What follows belongs to an exercise in optimizing a design on an open flow for small area and few clock cycles; a production flow would make more cautious choices. Where RTL was checked, it was by simulation tests only, not by an equivalence proof against the original. No driver is modelled on the clock port, so clocking that relies on it looks cheaper here than on a real chip. No activity file was given, so power comes from the tool's default toggle rates.

## xsvf_core
module xsvf_core (
    input  wire        clk,
    input  wire        rst,
    input  wire        dec_start,
    input  wire        dec_policy,
    input  wire        dec_in_valid,
    input  wire        dec_in_end,
    input  wire [7:0]  dec_in_byte,
    output wire        dec_in_ready,
    output wire        dec_out_valid,
    input  wire        dec_out_ready,
    output wire [2:0]  dec_out_type,
    output wire [7:0]  dec_out_byte,
    output wire        dec_out_last,
    output wire [31:0] dec_out_pos,
    input  wire        fb_req_valid,
    input  wire        fb_req_kind,
    input  wire [7:0]  fb_req_tag,
    input  wire [15:0] fb_req_len,
    output wire        fb_req_ready,
    input  wire        fb_pl_valid,
    input  wire [7:0]  fb_pl_byte,
    output wire        fb_pl_ready,
    output wire        fb_out_valid,
    input  wire        fb_out_ready,
    output wire [7:0]  fb_out_byte,
    output wire        fb_out_last,
    output wire        fb_out_err
);
Size in the first run: roughly 120 flip-flops, ~110 I/O pins, ~7500 µm² of cells after synthesis.
Settings: LEC_CHECK=0, CAP_MARGIN=20, CORE_MARGIN=2, CORE_UTILIZATION=40, SLEW_MARGIN=20; clock period 10.0 ns.
run.sh (not shown) runs the stock make flow with config.mk's settings and CLKGATE_MAP_FILE= SYNTH_SCRIPT=/design/flow/synth_recipe.tcl, a recipe that flattens the netlist after the stock synthesis.
Testbench counts at the start, summed over its fixed seeds: cycles 71,755.
Rerun with:
--- a/flow/config.mk
+++ b/flow/config.mk
@@ -8,4 +8,7 @@
 export CAP_MARGIN = 20
 export CORE_MARGIN = 2
-export CORE_UTILIZATION = 40
+export CORE_UTILIZATION = 60
+export CTS_BUF_LIST = sky130_fd_sc_hd__clkbuf_4
+export CTS_CLUSTER_DIAMETER = 100
+export CTS_CLUSTER_SIZE = 30
 export SLEW_MARGIN = 20
What happened: Wire length drops by 2.4%. Synthesized area is unchanged. Final area is lower by 3.1%. Clock skew grows by 9.4 ps. Power fell by 13%.


rev 12:
Another version of the RTL of xsvf_core (not shown whole).
For scale: about 750 cells after synthesis, roughly 120 flip-flops, ~110 I/O pins.
==> flow/config.mk <==
export PLATFORM = sky130hd
export DESIGN_NAME = xsvf_core
export DESIGN_NICKNAME = xsvf_core
export VERILOG_FILES = /design/flow/design.v
export SDC_FILE = /design/flow/constraint.sdc
export NUM_CORES = 4
export LEC_CHECK = 0
export CAP_MARGIN = 20
export CORE_MARGIN = 2
export CORE_UTILIZATION = 60
export SLEW_MARGIN = 20
==> flow/constraint.sdc <==
create_clock -name core_clock -period 10.0 [get_ports {clk}]
set_input_delay 2.0000 -clock core_clock [delete_from_list [all_inputs] [get_ports {clk}]]
set_output_delay 2.0000 -clock core_clock [all_outputs]
set_load 0.01 [all_outputs]
standard.sh (not shown) runs the stock make flow with config.mk's settings and CLKGATE_MAP_FILE= SYNTH_SCRIPT=/design/flow/synth_recipe.tcl, a recipe that flattens the netlist after the stock synthesis.
==> flow/flow/run.sh <==
#!/bin/bash
set -euo pipefail
export BUFFER_PORTS_ARGS="-buffer_cell sky130_fd_sc_hd__buf_1"
export CTS_ARGS="-sink_clustering_enable -repair_clock_nets -buf_list {sky130_fd_sc_hd__clkbuf_4 sky130_fd_sc_hd__clkbuf_8} -dont_use_dummy_load"
bash standard.sh finish > standard_flow.log 2>&1
Rev 12: done, clean on timing, DRC and antenna
Inputs modified between rev 12 and rev 13:
--- a/flow/flow/run.sh
+++ b/flow/flow/run.sh
@@ -2,0 +3,5 @@
+work=$(pwd)
+rm -rf "$work/scripts_area"
+cp -r "$FLOW_HOME/scripts" "$work/scripts_area"
+cp "$work/flow/abc_area.script" "$work/scripts_area/abc_area.script"
+SCRIPTS_DIR="$work/scripts_area" ABC_AREA=1 bash standard.sh synth > synth_flow.log 2>&1
==> flow/flow/abc_area.script (new file) <==
strash
dc2
dch -f
amap
topo
dnsize -c
Results
- The higher insertion delay of the later-clocked pin in the worst-skew pair of rev 13 and rev 12 is in rev 12.
- Re share of power burned in registers: rev 13 is 5.1 points down on rev 12.
- Taking rev 12 as the reference, in rev 13 area after synthesis now smaller; wire length of the first global-routing pass now smaller; share of the core filled with cells now larger; site row count now smaller.
- The cell area of rev 13 falls short of that of rev 12 by about 8%.
- Summary: final critical-path setup slack, rev 13 better than rev 12
- Between rev 13 and rev 12, vertical die dimension is lower for rev 13, rev 12 comes in above that.
- Comparing post-synthesis instance total for rev 13 and rev 12, the smaller number came from rev 13.
Function was not checked in any run of this note: the RTL went through the layout flow alone.


Setup of wip/harbor:
xsvf_core, a different RTL version from the one above (not shown whole).
For scale: ~110 I/O pins, ~5700 um^2 of cells after synthesis.
// xsvf_core
module xsvf_core (
    input  wire        clk,
    input  wire        rst,
    input  wire        dec_start,
    input  wire        dec_policy,
    input  wire        dec_in_valid,
    input  wire        dec_in_end,
    input  wire [7:0]  dec_in_byte,
    output wire        dec_in_ready,
    output wire        dec_out_valid,
    input  wire        dec_out_ready,
    output wire [2:0]  dec_out_type,
    output wire [7:0]  dec_out_byte,
    output wire        dec_out_last,
    output wire [31:0] dec_out_pos,
    input  wire        fb_req_valid,
    input  wire        fb_req_kind,
    input  wire [7:0]  fb_req_tag,
    input  wire [15:0] fb_req_len,
    output wire        fb_req_ready,
    input  wire        fb_pl_valid,
    input  wire [7:0]  fb_pl_byte,
    output wire        fb_pl_ready,
    output wire        fb_out_valid,
    input  wire        fb_out_ready,
    output wire [7:0]  fb_out_byte,
    output wire        fb_out_last,
    output wire        fb_out_err
);
Settings: LEC_CHECK=0, CAP_MARGIN=20, CORE_MARGIN=2, CORE_UTILIZATION=80, SLEW_MARGIN=20; clock period 10.0 ns.
==> flow/flow/run.sh <==
#!/bin/bash
set -euo pipefail
work=$(pwd)
rm -rf "$work/scripts_area"
cp -r "$FLOW_HOME/scripts" "$work/scripts_area"
cp "$work/flow/abc_area.script" "$work/scripts_area/abc_area.script"
SCRIPTS_DIR="$work/scripts_area" ABC_AREA=1 ADDER_MAP_FILE= bash standard.sh synth > synth_flow.log 2>&1
export BUFFER_PORTS_ARGS="-buffer_cell sky130_fd_sc_hd__buf_1"
export PRE_CTS_TCL="$work/flow/manual_cts.tcl"
export MANUAL_CTS_LEAVES=4
export MANUAL_CTS_BUF=sky130_fd_sc_hd__clkbuf_16
export CTS_ARGS="-repair_clock_nets -dont_use_dummy_load"
bash standard.sh finish > standard_flow.log 2>&1
==> flow/flow/manual_cts.tcl <==
# Build the clock tree by hand: the clock port drives NLEAF clkbuf cells
# directly, each feeding the flip-flops of one cluster (k-means on location).
set nleaf [expr {[info exists ::env(MANUAL_CTS_LEAVES)] ? $::env(MANUAL_CTS_LEAVES) : 4}]
set bufname [expr {[info exists ::env(MANUAL_CTS_BUF)] ? $::env(MANUAL_CTS_BUF) : "sky130_fd_sc_hd__clkbuf_8"}]
set block [ord::get_db_block]
set clknet [$block findNet clk]
set sinks {}
foreach it [$clknet getITerms] {
  set inst [$it getInst]
  set loc [$inst getLocation]
  lappend sinks [list $it [lindex $loc 0] [lindex $loc 1]]
}
set n [llength $sinks]
puts "manual_cts: $n sinks, $nleaf leaves of $bufname"
# initial centres: sinks sorted by x then split evenly (deterministic)
set sorted [lsort -real -index 1 $sinks]
set cx {}; set cy {}
for {set k 0} {$k < $nleaf} {incr k} {
  set s [lindex $sorted [expr {int(($k + 0.5) * $n / $nleaf)}]]
  lappend cx [lindex $s 1]; lappend cy [lindex $s 2]
}
if {$nleaf == 4} {
  # quadrants of the sink bounding box
  set xs {}; set ys {}
  foreach s $sinks { lappend xs [lindex $s 1]; lappend ys [lindex $s 2] }
  set x0 [tcl::mathfunc::min {*}$xs]; set x1 [tcl::mathfunc::max {*}$xs]
  set y0 [tcl::mathfunc::min {*}$ys]; set y1 [tcl::mathfunc::max {*}$ys]
  set cx [list [expr {$x0+($x1-$x0)/4}] [expr {$x0+3*($x1-$x0)/4}] [expr {$x0+($x1-$x0)/4}] [expr {$x0+3*($x1-$x0)/4}]]
  set cy [list [expr {$y0+($y1-$y0)/4}] [expr {$y0+($y1-$y0)/4}] [expr {$y0+3*($y1-$y0)/4}] [expr {$y0+3*($y1-$y0)/4}]]
}
set cap [expr {int(ceil(double($n) / $nleaf))}]
for {set iter 0} {$iter < 30} {incr iter} {
  # capacity-limited assignment: all (sink, centre) pairs by distance, greedily
  set pairs {}
  set i 0
  foreach s $sinks {
    for {set k 0} {$k < $nleaf} {incr k} {
      lappend pairs [list [expr {abs([lindex $s 1]-[lindex $cx $k]) + abs([lindex $s 2]-[lindex $cy $k])}] $i $k]
    }
    incr i
  }
  set pairs [lsort -real -index 0 $pairs]
  set assign [lrepeat $n -1]
  set sc [lrepeat $nleaf 0]
  foreach p $pairs {
    lassign $p d i k
    if {[lindex $assign $i] < 0 && [lindex $sc $k] < $cap} {
      lset assign $i $k
      lset sc $k [expr {[lindex $sc $k] + 1}]
    }
  }
  set sx [lrepeat $nleaf 0.0]; set sy [lrepeat $nleaf 0.0]
  foreach s $sinks a $assign {
    lset sx $a [expr {[lindex $sx $a] + [lindex $s 1]}]
    lset sy $a [expr {[lindex $sy $a] + [lindex $s 2]}]
  }
  for {set k 0} {$k < $nleaf} {incr k} {
    if {[lindex $sc $k] > 0} {
      lset cx $k [expr {[lindex $sx $k] / [lindex $sc $k]}]
      lset cy $k [expr {[lindex $sy $k] / [lindex $sc $k]}]
    }
  }
}
puts "manual_cts: cluster sizes $sc"
set master [[ord::get_db] findMaster $bufname]
set leafsrc $clknet
if {$nleaf > 4} {
  set rootname [expr {[info exists ::env(MANUAL_CTS_ROOT)] ? $::env(MANUAL_CTS_ROOT) : "sky130_fd_sc_hd__clkbuf_8"}]
  set rinst [odb::dbInst_create $block [[ord::get_db] findMaster $rootname] "clkbuf_root_clk"]
  set leafsrc [odb::dbNet_create $block "clknet_root_clk"]
  $leafsrc setSigType CLOCK
  [$rinst findITerm A] connect $clknet
  [$rinst findITerm X] connect $leafsrc
  set mx 0.0; set my 0.0
  for {set k 0} {$k < $nleaf} {incr k} { set mx [expr {$mx + [lindex $cx $k]}]; set my [expr {$my + [lindex $cy $k]}] }
  $rinst setLocation [expr {int($mx / $nleaf)}] [expr {int($my / $nleaf)}]
  $rinst setPlacementStatus PLACED
}
for {set k 0} {$k < $nleaf} {incr k} {
  set inst [odb::dbInst_create $block $master "clkbuf_leaf_${k}_clk"]
  set net [odb::dbNet_create $block "clknet_leaf_${k}_clk"]
  $net setSigType CLOCK
  [$inst findITerm A] connect $leafsrc
  [$inst findITerm X] connect $net
  $inst setLocation [expr {int([lindex $cx $k])}] [expr {int([lindex $cy $k])}]
  $inst setPlacementStatus PLACED
  foreach s $sinks a $assign {
    if {$a == $k} {
      set it [lindex $s 0]
      $it disconnect
      $it connect $net
    }
  }
}
$clknet setSigType CLOCK
set_cts_config -skip_nets [list clk]
set_propagated_clock [all_clocks]
Other scripts of this flow, unchanged in this note and not shown: flow/flow/abc_area.script
wip/harbor terminated abnormally: 3_3_place_gp reported GPL-0301.
Testbench counts of wip/harbor, summed over its fixed seeds: cycles 71,755.
Changes in wip/cedar relative to wip/harbor:
==> flow/flow/run.sh <==
#!/bin/bash
set -euo pipefail
work=$(pwd)
rm -rf "$work/scripts_area"
cp -r "$FLOW_HOME/scripts" "$work/scripts_area"
cp "$work/flow/abc_area.script" "$work/scripts_area/abc_area.script"
SCRIPTS_DIR="$work/scripts_area" ABC_AREA=1 bash standard.sh synth > synth_flow.log 2>&1
export BUFFER_PORTS_ARGS="-buffer_cell sky130_fd_sc_hd__buf_1"
export PRE_CTS_TCL="$work/flow/manual_cts.tcl"
export MANUAL_CTS_LEAVES=8
export MANUAL_CTS_ROOT=sky130_fd_sc_hd__clkbuf_8
export MANUAL_CTS_BUF=sky130_fd_sc_hd__clkbuf_8
export CTS_ARGS="-repair_clock_nets -dont_use_dummy_load"
bash standard.sh finish > standard_flow.log 2>&1
diff --git a/flow/config.mk b/flow/config.mk
--- a/flow/config.mk
+++ b/flow/config.mk
@@ -9,3 +9,3 @@
 export CORE_MARGIN = 2
-export CORE_UTILIZATION = 80
+export CORE_UTILIZATION = 70
 export SLEW_MARGIN = 20
Results
- wip/cedar completed every stage of the flow, and the final layout passed the timing, design-rule and antenna checks.
- wip/cedar: gate count after technology mapping is about 19% lower than what wip/harbor reported.
- Die width (higher): wip/cedar
- Taking wip/harbor as 1.0, wip/cedar lands at 0.945 on net count of the mapped netlist.
- wip/cedar vs wip/harbor: average instance area after synthesis up in wip/cedar
- Compared with wip/harbor, wip/cedar shows synthesized area higher by 3.8%.
Edits applied to the flow inputs when going from wip/cedar to wip/xenon:
diff --git a/flow/flow/run.sh b/flow/flow/run.sh
--- a/flow/flow/run.sh
+++ b/flow/flow/run.sh
@@ -6,3 +6,3 @@
 cp "$work/flow/abc_area.script" "$work/scripts_area/abc_area.script"
-SCRIPTS_DIR="$work/scripts_area" ABC_AREA=1 bash standard.sh synth > synth_flow.log 2>&1
+SCRIPTS_DIR="$work/scripts_area" ABC_AREA=1 ADDER_MAP_FILE= bash standard.sh synth > synth_flow.log 2>&1
 export BUFFER_PORTS_ARGS="-buffer_cell sky130_fd_sc_hd__buf_1"
--- outcome ---
Taking wip/cedar as the reference, in wip/xenon worst hold slack now sits lower; post-detailed-route via-to-cell ratio now sits lower; power now sits higher; final worst setup slack now sits higher.
wip/xenon vs wip/cedar, largest family of logic cells by synthesized area: compound AO/OA/AOI/OAI gates vs adder cells
In wip/xenon, the core utilization came out 1.2 points above the value in wip/cedar.
Diff wip/cedar -> wip/xenon | post-synth design cell area | decrease of 3.6%
On net switching power of the design, wip/xenon does worse than wip/cedar.
The average wire length per cell after detail routing in wip/xenon sits about 11% below the value recorded for wip/cedar.
As far as sum of buffers and inverters on the critical path goes, wip/cedar and wip/xenon are indistinguishable; the numbers are identical.


== job 6746 ==
xsvf_core, a different RTL version from the one above (not shown whole).
For scale: roughly 120 flip-flops, ~110 I/O pins, about 0.0061 sq mm of cells after synthesis.
Design xsvf_core, start of the top module:
module xsvf_core (
    input  wire        clk,
    input  wire        rst,
    input  wire        dec_start,
    input  wire        dec_policy,
    input  wire        dec_in_valid,
    input  wire        dec_in_end,
    input  wire [7:0]  dec_in_byte,
    output wire        dec_in_ready,
    output wire        dec_out_valid,
    input  wire        dec_out_ready,
    output wire [2:0]  dec_out_type,
    output wire [7:0]  dec_out_byte,
    output wire        dec_out_last,
    output wire [31:0] dec_out_pos,
    input  wire        fb_req_valid,
    input  wire        fb_req_kind,
    input  wire [7:0]  fb_req_tag,
    input  wire [15:0] fb_req_len,
    output wire        fb_req_ready,
    input  wire        fb_pl_valid,
    input  wire [7:0]  fb_pl_byte,
    output wire        fb_pl_ready,
    output wire        fb_out_valid,
    input  wire        fb_out_ready,
    output wire [7:0]  fb_out_byte,
    output wire        fb_out_last,
    output wire        fb_out_err
);
clock: 10.0 ns
lec_check: 0
cap_margin: 20
core_margin: 2
core_utilization: 60
slew_margin: 20
==> flow/flow/run.sh <==
#!/bin/bash
set -euo pipefail
work=$(pwd)
rm -rf "$work/scripts_area"
cp -r "$FLOW_HOME/scripts" "$work/scripts_area"
cp "$work/flow/abc_area.script" "$work/scripts_area/abc_area.script"
SCRIPTS_DIR="$work/scripts_area" ABC_AREA=1 bash standard.sh synth > synth_flow.log 2>&1
export BUFFER_PORTS_ARGS="-buffer_cell sky130_fd_sc_hd__buf_1"
export PRE_CTS_TCL="$work/flow/manual_cts.tcl"
export MANUAL_CTS_LEAVES=4
export MANUAL_CTS_BUF=sky130_fd_sc_hd__clkbuf_16
export CTS_ARGS="-repair_clock_nets -dont_use_dummy_load"
bash standard.sh finish > standard_flow.log 2>&1
==> flow/flow/abc_area.script <==
strash
&get -n
&deepsyn -T 120
&put
dch -f
amap
topo
dnsize -c
Scripts as last shown in full above: flow/flow/manual_cts.tcl
Testbench counts of job 6746, summed over its fixed seeds: cycles 71,755.
### job 6746 -> job 4081
-- flow/flow/run.sh --
<<< job 6746, line 9
export PRE_CTS_TCL="$work/flow/manual_cts.tcl"
export MANUAL_CTS_LEAVES=4
export MANUAL_CTS_BUF=sky130_fd_sc_hd__clkbuf_16
export CTS_ARGS="-repair_clock_nets -dont_use_dummy_load"
>>> job 4081, line 9
export PRE_CTS_TCL="$work/flow/manual_cts.tcl"
export MANUAL_CTS_LEAVES=8
export MANUAL_CTS_ROOT=sky130_fd_sc_hd__clkbuf_8
export MANUAL_CTS_BUF=sky130_fd_sc_hd__clkbuf_8
export CTS_ARGS="-repair_clock_nets -dont_use_dummy_load"
-- flow/config.mk --
<<< job 6746, line 9
export CORE_MARGIN = 2
export CORE_UTILIZATION = 60
export SLEW_MARGIN = 20
>>> job 4081, line 9
export CORE_MARGIN = 2
export CORE_UTILIZATION = 70
export SLEW_MARGIN = 20
### Flow results
Compared job 4081 vs job 6746, and combined global-route utilization of all metal layers is up in job 4081.
Job 4081 went all the way through the flow, and no timing, DRC or antenna check failed.
Compared with job 6746, job 4081 shows a lower total instance count after detailed placement.
Count of mapped cells out of synthesis essentially unchanged between job 6746 and job 4081.
Taking job 6746 as the reference point, the via count of the first global-routing pass of job 4081 rises by 26.
Job 6746 -> job 4081: summed instance area of the synthesized netlist delta 0, exact match
~same multi-input combinational area share in job 6746 and job 4081

[re-timing with driven ports]
The flow's constraints put no driver on any port. The routed layouts listed below were extracted and timed again, unchanged, in two steps.
Step 1: set_driving_cell puts a clkbuf_16 on clk and a buf_2 on each other input, an assumption about the parent block.
Step 2 moves the port delays by t, midway between the first and last clock arrival at a register: inputs arrive t later, outputs are due t later. That takes back most of the time a late clock gives input paths.
Slacks: no drivers / after step 1 / after step 2; pairs: no drivers / after step 1.
| run | t (ns) | slack for setup (ns) | worst slew at a driven data input, ns |
|---|---|---|---|
| the first run of note 1 | 0.457 | 2.762 / 2.735 / 2.735 | 0.04 |
| the second run of note 1 | 0.573 | 2.704 / 2.681 / 2.681 | 0.06 |
| rev 12 | 0.469 | 1.210 / 1.222 / 0.753 | 0.06 |
| rev 13 | 0.446 | 1.239 / 1.246 / 0.800 | 0.05 |
| wip/cedar | 0.414 | 1.294 / 1.270 / 1.270 | 0.04 |
| wip/xenon | 0.409 | 2.306 / 2.280 / 2.280 | 0.03 |
| job 6746 | 0.254 | 1.383 / 1.360 / 1.360 | 0.04 |
| job 4081 | 0.417 | 1.268 / 1.241 / 1.241 | 0.04 |
After both steps setup and hold are still met in every run listed. The setup slack of rev 12, which loses most, moves by +0.012 ns with the drivers and by -0.457 ns with both steps.
